Source: an optimization exercise on an open RTL-to-GDS flow (aim: small area, a short achievable clock period and few clock cycles per item). Production flows keep margins and buffers that such runs may drop. Power figures rest on the tool's default switching activity, not on a simulated workload.

==> flow/design.v <==
module swar_scan (
    input  wire        clk,
    input  wire        rst,
    input  wire        cmd_valid,
    output wire        cmd_ready,
    input  wire [31:0] cmd,
    input  wire [63:0] a,
    input  wire [63:0] b,
    input  wire [7:0]  c,
    output reg         done,
    output reg         err,
    output wire [63:0] res,
    output wire        mem_req_valid,
    input  wire        mem_req_ready,
    output wire [63:0] mem_req_addr,
    input  wire        mem_rsp_valid,
    input  wire [63:0] mem_rsp_data
);
    reg        idle;        
    reg        go;          
    reg        thr;         
    reg        s1, s2;      
    reg        sc;          
    reg        first;       
    reg        rev, str;    
    reg [7:0]  tgt;         
    reg [2:0]  lenlo;       
    reg [63:0] addr;        
    reg [28:0] idx;         
    reg [31:0] u;           
    reg [1:0]  out;         
    reg [1:0]  drop;        
    reg [2:0]  pos;
    reg        nf;          
    reg        hi;          
    reg        iw;          
    assign cmd_ready     = idle;
    assign mem_req_valid = go && thr;
    assign mem_req_addr  = addr;
    wire req_fire = go && thr && mem_req_ready;
    wire fire = cmd_valid && idle;
    wire [1:0] cur  = out - drop;
    wire rsp  = mem_rsp_valid && (drop == 2'd0);
    wire last = !go && (cur == 2'd1);
    wire mask_en = (rev ? first : last) && (lenlo != 3'd0);
    reg  [7:0] hit;
    integer i;
    always @* begin
        for (i = 0; i < 8; i = i + 1)
            hit[i] = (mem_rsp_data[8*i +: 8] == tgt) && !(mask_en && (i >= lenlo));
    end
    wire any = |hit;
    reg [2:0] fpos, lpos;
    integer j, k;
    always @* begin
        fpos = 3'd0;
        for (j = 7; j >= 0; j = j - 1)
            if (hit[j]) fpos = j[2:0];
        lpos = 3'd0;
        for (k = 0; k < 8; k = k + 1)
            if (hit[k]) lpos = k[2:0];
    end
    wire decide = rsp && (any || (!str && last));
    wire in_legal = ((cmd[7:0] == 8'h05 || cmd[7:0] == 8'h06) &&
                     cmd[31:12] == 20'd0 && cmd[10:8] == 3'd0)
                 || (cmd[31:0] == 32'h08);
    wire in_rev = cmd[1];
    wire in_str = cmd[3];
    wire in_run = in_legal && (in_str || b[31:0] != 32'd0);
    wire final_req = !str && (u == {31'd0, lenlo == 3'd0});
    integer lv, ii;
    wire        dn = (rev || s2) && !s1 && !sc;
    wire [28:0] alo = addr[31:3];
    reg  [28:0] alo_pp;                   
    always @* begin
        alo_pp = alo ^ {29{dn}};
        for (lv = 0; lv < 5; lv = lv + 1)
            for (ii = 0; ii < 29; ii = ii + 1)
                if ((ii >> lv) & 1)
                    alo_pp[ii] = alo_pp[ii] & alo_pp[((ii >> lv) << lv) - 1];
    end
    wire [28:0] alo_cnt = alo ^ {alo_pp[27:0], 1'b1};
    reg  [28:0] ag, ap;
    always @* begin
        ag = alo & idx;
        ap = alo ^ idx;
        for (lv = 0; lv < 5; lv = lv + 1)
            for (ii = 0; ii < 29; ii = ii + 1)
                if ((ii >> lv) & 1) begin
                    ag[ii] = ag[ii] | (ap[ii] & ag[((ii >> lv) << lv) - 1]);
                    ap[ii] = ap[ii] & ap[((ii >> lv) << lv) - 1];
                end
    end
    wire [28:0] alo_add = alo ^ idx ^ {ag[27:0], 1'b0};
    wire [28:0] alo_n = s1 ? alo_add : alo_cnt;
    wire        acy = sc || alo_pp[28];
    wire [31:0] ahi = addr[63:32];
    reg  [31:0] ahi_pp;
    always @* begin
        ahi_pp = ahi ^ {32{dn}};
        for (lv = 0; lv < 5; lv = lv + 1)
            for (ii = 0; ii < 32; ii = ii + 1)
                if ((ii >> lv) & 1)
                    ahi_pp[ii] = ahi_pp[ii] & ahi_pp[((ii >> lv) << lv) - 1];
    end
    wire [31:0] ahi_n = ahi ^ ({ahi_pp[30:0], 1'b1} & {32{acy}});
    wire        idn = rev && !s1;
    reg  [28:0] idx_pp;
    always @* begin
        idx_pp = idx ^ {29{idn}};
        for (lv = 0; lv < 5; lv = lv + 1)
            for (ii = 0; ii < 29; ii = ii + 1)
                if ((ii >> lv) & 1)
                    idx_pp[ii] = idx_pp[ii] & idx_pp[((ii >> lv) << lv) - 1];
    end
    wire [28:0] idx_n = idx ^ {idx_pp[27:0], 1'b1};
    reg  [31:0] u_pp;
    always @* begin
        u_pp = ~u;
        for (lv = 0; lv < 5; lv = lv + 1)
            for (ii = 0; ii < 32; ii = ii + 1)
                if ((ii >> lv) & 1)
                    u_pp[ii] = u_pp[ii] & u_pp[((ii >> lv) << lv) - 1];
    end
    wire [31:0] u_n = u ^ {u_pp[30:0], 1'b1};
    wire        u_en = str ? (rsp && iw) : req_fire;
    wire [1:0] out_n = out + {1'b0, req_fire} - {1'b0, mem_rsp_valid};
    reg  [1:0] drop_n;
    reg        go_n, str_n;
    always @* begin
        drop_n = drop;
        if (mem_rsp_valid && drop != 2'd0) drop_n = drop - 2'd1;
        if (decide) drop_n = out_n;
        go_n = go;
        if (s1) go_n = !s2 && !ag[28];
        else if (sc) go_n = !s2;
        else if (s2) go_n = 1'b1;
        if (req_fire && final_req) go_n = 1'b0;
        if (decide) go_n = 1'b0;
        str_n = str;
        if (fire) begin
            go_n  = in_run && !in_rev;
            str_n = in_str;
        end
        if (rst) begin
            drop_n = 2'd0;
            go_n   = 1'b0;
        end
    end
    wire [1:0] rst_out_n = rst ? 2'd0 : out_n;
    always @(posedge clk) begin
        done <= 1'b0;
        out  <= rst_out_n;
        drop <= drop_n;
        go   <= go_n;
        str  <= str_n;
        thr  <= str_n ? (rst_out_n == drop_n) : (rst_out_n != 2'd3);
        if (rsp) begin
            first <= 1'b0;
            pos   <= rev ? lpos : fpos;
            nf    <= !any;
            hi    <= str && any;
        end
        if (rsp || (s1 && lenlo != 3'd0)) begin
            idx <= idx_n;
            iw  <= (idx == {{28{1'b1}}, 1'b0});
        end
        sc <= s1 && ag[28];
        s1 <= 1'b0;
        if (s2 && !s1 && !sc)
            s2 <= 1'b0;
        if (s1 || (s2 && !sc) || req_fire)
            addr[31:3] <= alo_n;
        if (sc || (s2 && !s1) || req_fire)
            addr[63:32] <= ahi_n;
        if (u_en)
            u <= u_n;
        if (decide) begin
            idle <= 1'b1;
            done <= 1'b1;
        end
        if (fire) begin
            err   <= !in_legal;
            tgt   <= in_str ? 8'h00 : c;
            addr  <= a;
            idx   <= in_rev ? b[31:3] : {29{1'b1}};
            iw    <= 1'b1;
            u     <= in_str ? 32'd0 : {3'd0, b[31:3]};
            lenlo <= b[2:0];
            rev   <= in_rev;
            first <= 1'b1;
            s1    <= in_run && in_rev;
            s2    <= in_run && in_rev && (b[2:0] == 3'd0);
            if (in_run)
                idle <= 1'b0;
            else begin
                done <= 1'b1;
                nf   <= 1'b1;
                hi   <= 1'b0;
            end
        end
        if (rst) begin
            idle <= 1'b1;
            done <= 1'b0;
            s1   <= 1'b0;
            s2   <= 1'b0;
            sc   <= 1'b0;
        end
    end
    assign res = {~u & {32{hi}}, {idx, pos} | {32{nf}}};
endmodule
==> flow/config.mk <==
export PLATFORM = sky130hd
export DESIGN_NAME = swar_scan
export DESIGN_NICKNAME = swar_scan
export VERILOG_FILES = /design/flow/design.v
export SDC_FILE = /design/flow/constraint.sdc
export NUM_CORES = 4
export LEC_CHECK = 0
export CAP_MARGIN = 20
export CORE_MARGIN = 2
export CORE_UTILIZATION = 40
export SETUP_SLACK_MARGIN = 3.0
export SLEW_MARGIN = 20
==> flow/constraint.sdc <==
create_clock -name core_clock -period 6.5 [get_ports {clk}]
set_input_delay 1.3000 -clock core_clock [delete_from_list [all_inputs] [get_ports {clk}]]
set_output_delay 1.3000 -clock core_clock [all_outputs]
set_load 0.01 [all_outputs]
standard.sh (not shown) runs the stock make flow with config.mk's settings and CLKGATE_MAP_FILE= SYNTH_SCRIPT=/design/flow/synth_recipe.tcl, a recipe that flattens the netlist after the stock synthesis.
==> flow/flow/run.sh <==
#!/bin/bash
# Standard ORFS layout, with plain buf_1 cells as the port buffers.
set -euo pipefail
export BUFFER_PORTS_ARGS="-buffer_cell sky130_fd_sc_hd__buf_1"
bash standard.sh synth > synth.log 2>&1
bash standard.sh > layout.log 2>&1
Edit:
--- a/flow/design.v
+++ b/flow/design.v
@@ -31,17 +31,23 @@
     reg [1:0]  out;         
     reg [1:0]  drop;        
     reg [2:0]  pos;
     reg        nf;          
     reg        hi;          
     reg        iw;          
-    assign cmd_ready     = idle;
-    assign mem_req_valid = go && thr;
+    reg        ini;         
+    reg        pd, pe;      
+    wire lp = !idle && !str && !go && !pd && (out == 2'd1) && (drop == 2'd0);
+    assign cmd_ready     = idle || (lp && mem_rsp_valid);
+    wire sw = str && go && (out == 2'd1) && (drop == 2'd0);
+    wire nz = &{|mem_rsp_data[63:56], |mem_rsp_data[55:48], |mem_rsp_data[47:40], |mem_rsp_data[39:32],
+                |mem_rsp_data[31:24], |mem_rsp_data[23:16], |mem_rsp_data[15:8],  |mem_rsp_data[7:0]};
+    assign mem_req_valid = (go && thr) || (sw && mem_rsp_valid && nz);
     assign mem_req_addr  = addr;
-    wire req_fire = go && thr && mem_req_ready;
-    wire fire = cmd_valid && idle;
+    wire req_fire = mem_req_valid && mem_req_ready;
+    wire fire = cmd_valid && cmd_ready;
     wire [1:0] cur  = out - drop;
     wire rsp  = mem_rsp_valid && (drop == 2'd0);
     wire last = !go && (cur == 2'd1);
     wire mask_en = (rev ? first : last) && (lenlo != 3'd0);
     reg  [7:0] hit;
     integer i;
@@ -79,35 +85,35 @@
                 if ((ii >> lv) & 1)
                     alo_pp[ii] = alo_pp[ii] & alo_pp[((ii >> lv) << lv) - 1];
     end
     wire [28:0] alo_cnt = alo ^ {alo_pp[27:0], 1'b1};
     reg  [28:0] ag, ap;
     always @* begin
-        ag = alo & idx;
-        ap = alo ^ idx;
+        ag = alo & u[28:0];
+        ap = alo ^ u[28:0];
         for (lv = 0; lv < 5; lv = lv + 1)
             for (ii = 0; ii < 29; ii = ii + 1)
                 if ((ii >> lv) & 1) begin
                     ag[ii] = ag[ii] | (ap[ii] & ag[((ii >> lv) << lv) - 1]);
                     ap[ii] = ap[ii] & ap[((ii >> lv) << lv) - 1];
                 end
     end
-    wire [28:0] alo_add = alo ^ idx ^ {ag[27:0], 1'b0};
+    wire [28:0] alo_add = alo ^ u[28:0] ^ {ag[27:0], 1'b0};
     wire [28:0] alo_n = s1 ? alo_add : alo_cnt;
     wire        acy = sc || alo_pp[28];
     wire [31:0] ahi = addr[63:32];
     reg  [31:0] ahi_pp;
     always @* begin
         ahi_pp = ahi ^ {32{dn}};
         for (lv = 0; lv < 5; lv = lv + 1)
             for (ii = 0; ii < 32; ii = ii + 1)
                 if ((ii >> lv) & 1)
                     ahi_pp[ii] = ahi_pp[ii] & ahi_pp[((ii >> lv) << lv) - 1];
     end
     wire [31:0] ahi_n = ahi ^ ({ahi_pp[30:0], 1'b1} & {32{acy}});
-    wire        idn = rev && !s1;
+    wire        idn = rev;
     reg  [28:0] idx_pp;
     always @* begin
         idx_pp = idx ^ {29{idn}};
         for (lv = 0; lv < 5; lv = lv + 1)
             for (ii = 0; ii < 29; ii = ii + 1)
                 if ((ii >> lv) & 1)
@@ -158,13 +164,17 @@
         if (rsp) begin
             first <= 1'b0;
             pos   <= rev ? lpos : fpos;
             nf    <= !any;
             hi    <= str && any;
         end
-        if (rsp || (s1 && lenlo != 3'd0)) begin
+        ini <= 1'b0;
+        if (ini) begin
+            idx <= rev ? u[28:0] : {29{1'b1}};
+            iw  <= 1'b1;
+        end else if (rsp && !(rev && first && lenlo != 3'd0)) begin
             idx <= idx_n;
             iw  <= (idx == {{28{1'b1}}, 1'b0});
         end
         sc <= s1 && ag[28];
         s1 <= 1'b0;
         if (s2 && !s1 && !sc)
@@ -175,37 +185,41 @@
             addr[63:32] <= ahi_n;
         if (u_en)
             u <= u_n;
         if (decide) begin
             idle <= 1'b1;
             done <= 1'b1;
+            err  <= 1'b0;
+        end
+        pd <= 1'b0;
+        if (pd) begin
+            idle <= 1'b1;
+            done <= 1'b1;
+            err  <= pe;
+            nf   <= 1'b1;
+            hi   <= 1'b0;
         end
         if (fire) begin
-            err   <= !in_legal;
+            pe    <= !in_legal;
             tgt   <= in_str ? 8'h00 : c;
             addr  <= a;
-            idx   <= in_rev ? b[31:3] : {29{1'b1}};
-            iw    <= 1'b1;
             u     <= in_str ? 32'd0 : {3'd0, b[31:3]};
             lenlo <= b[2:0];
             rev   <= in_rev;
             first <= 1'b1;
             s1    <= in_run && in_rev;
             s2    <= in_run && in_rev && (b[2:0] == 3'd0);
-            if (in_run)
-                idle <= 1'b0;
-            else begin
-                done <= 1'b1;
-                nf   <= 1'b1;
-                hi   <= 1'b0;
-            end
+            idle  <= 1'b0;
+            ini   <= in_run;
+            pd    <= !in_run;
         end
         if (rst) begin
             idle <= 1'b1;
             done <= 1'b0;
             s1   <= 1'b0;
             s2   <= 1'b0;
             sc   <= 1'b0;
+            pd   <= 1'b0;
         end
     end
     assign res = {~u & {32{hi}}, {idx, pos} | {32{nf}}};
 endmodule
Wire length went down by 1.6%. Utilization grows by 1.2 points. Register-to-register slack got worse by 0.07 ns. Final area came out higher by 2.7%. Worst setup slack gets worse by 0.25 ns. Maximum frequency drops by 6.8%. Synthesized cell count fell by 1.4%. Final cell count went down by 0.64%. Power goes up by 22%. Area after synthesis goes up by 0.78%. Die area went up by 0.76%. Worst hold slack hardly moves. Via count falls by 2.0%. Sequential power rose by 19%.
Function was not checked in any run of this note: the RTL went through the layout flow alone.

==> port drivers added, routing unchanged <==
How much do the figures lean on ideal ports? The routed layouts below were timed once more, with nothing changed but the port constraints.
Step 1 assumes that a clkbuf_16 drives the clock port and a buf_2 every other input.
Step 2 also shifts input and output timing later by t, the mid clock arrival at the registers, as if the neighbouring blocks saw the same clock.
Three values: no drivers, after step 1, after step 2; two values: the first two.
run	shift t [ns]	slack for setup (ns)	worst register clock-pin slew, ns	worst slew at a driven data input, ns	pins driven straight from the clock port
the first run	0.494	3.113 / 3.113 / 2.696	0.08 / 0.08	0.07	1
the second run	0.472	2.865 / 2.822 / 2.477	0.07 / 0.07	0.09	1
After both steps every run listed still meets setup and hold. For the first run, which loses most, drivers alone change the setup slack by 0.000 ns; drivers and shift together by -0.417 ns.
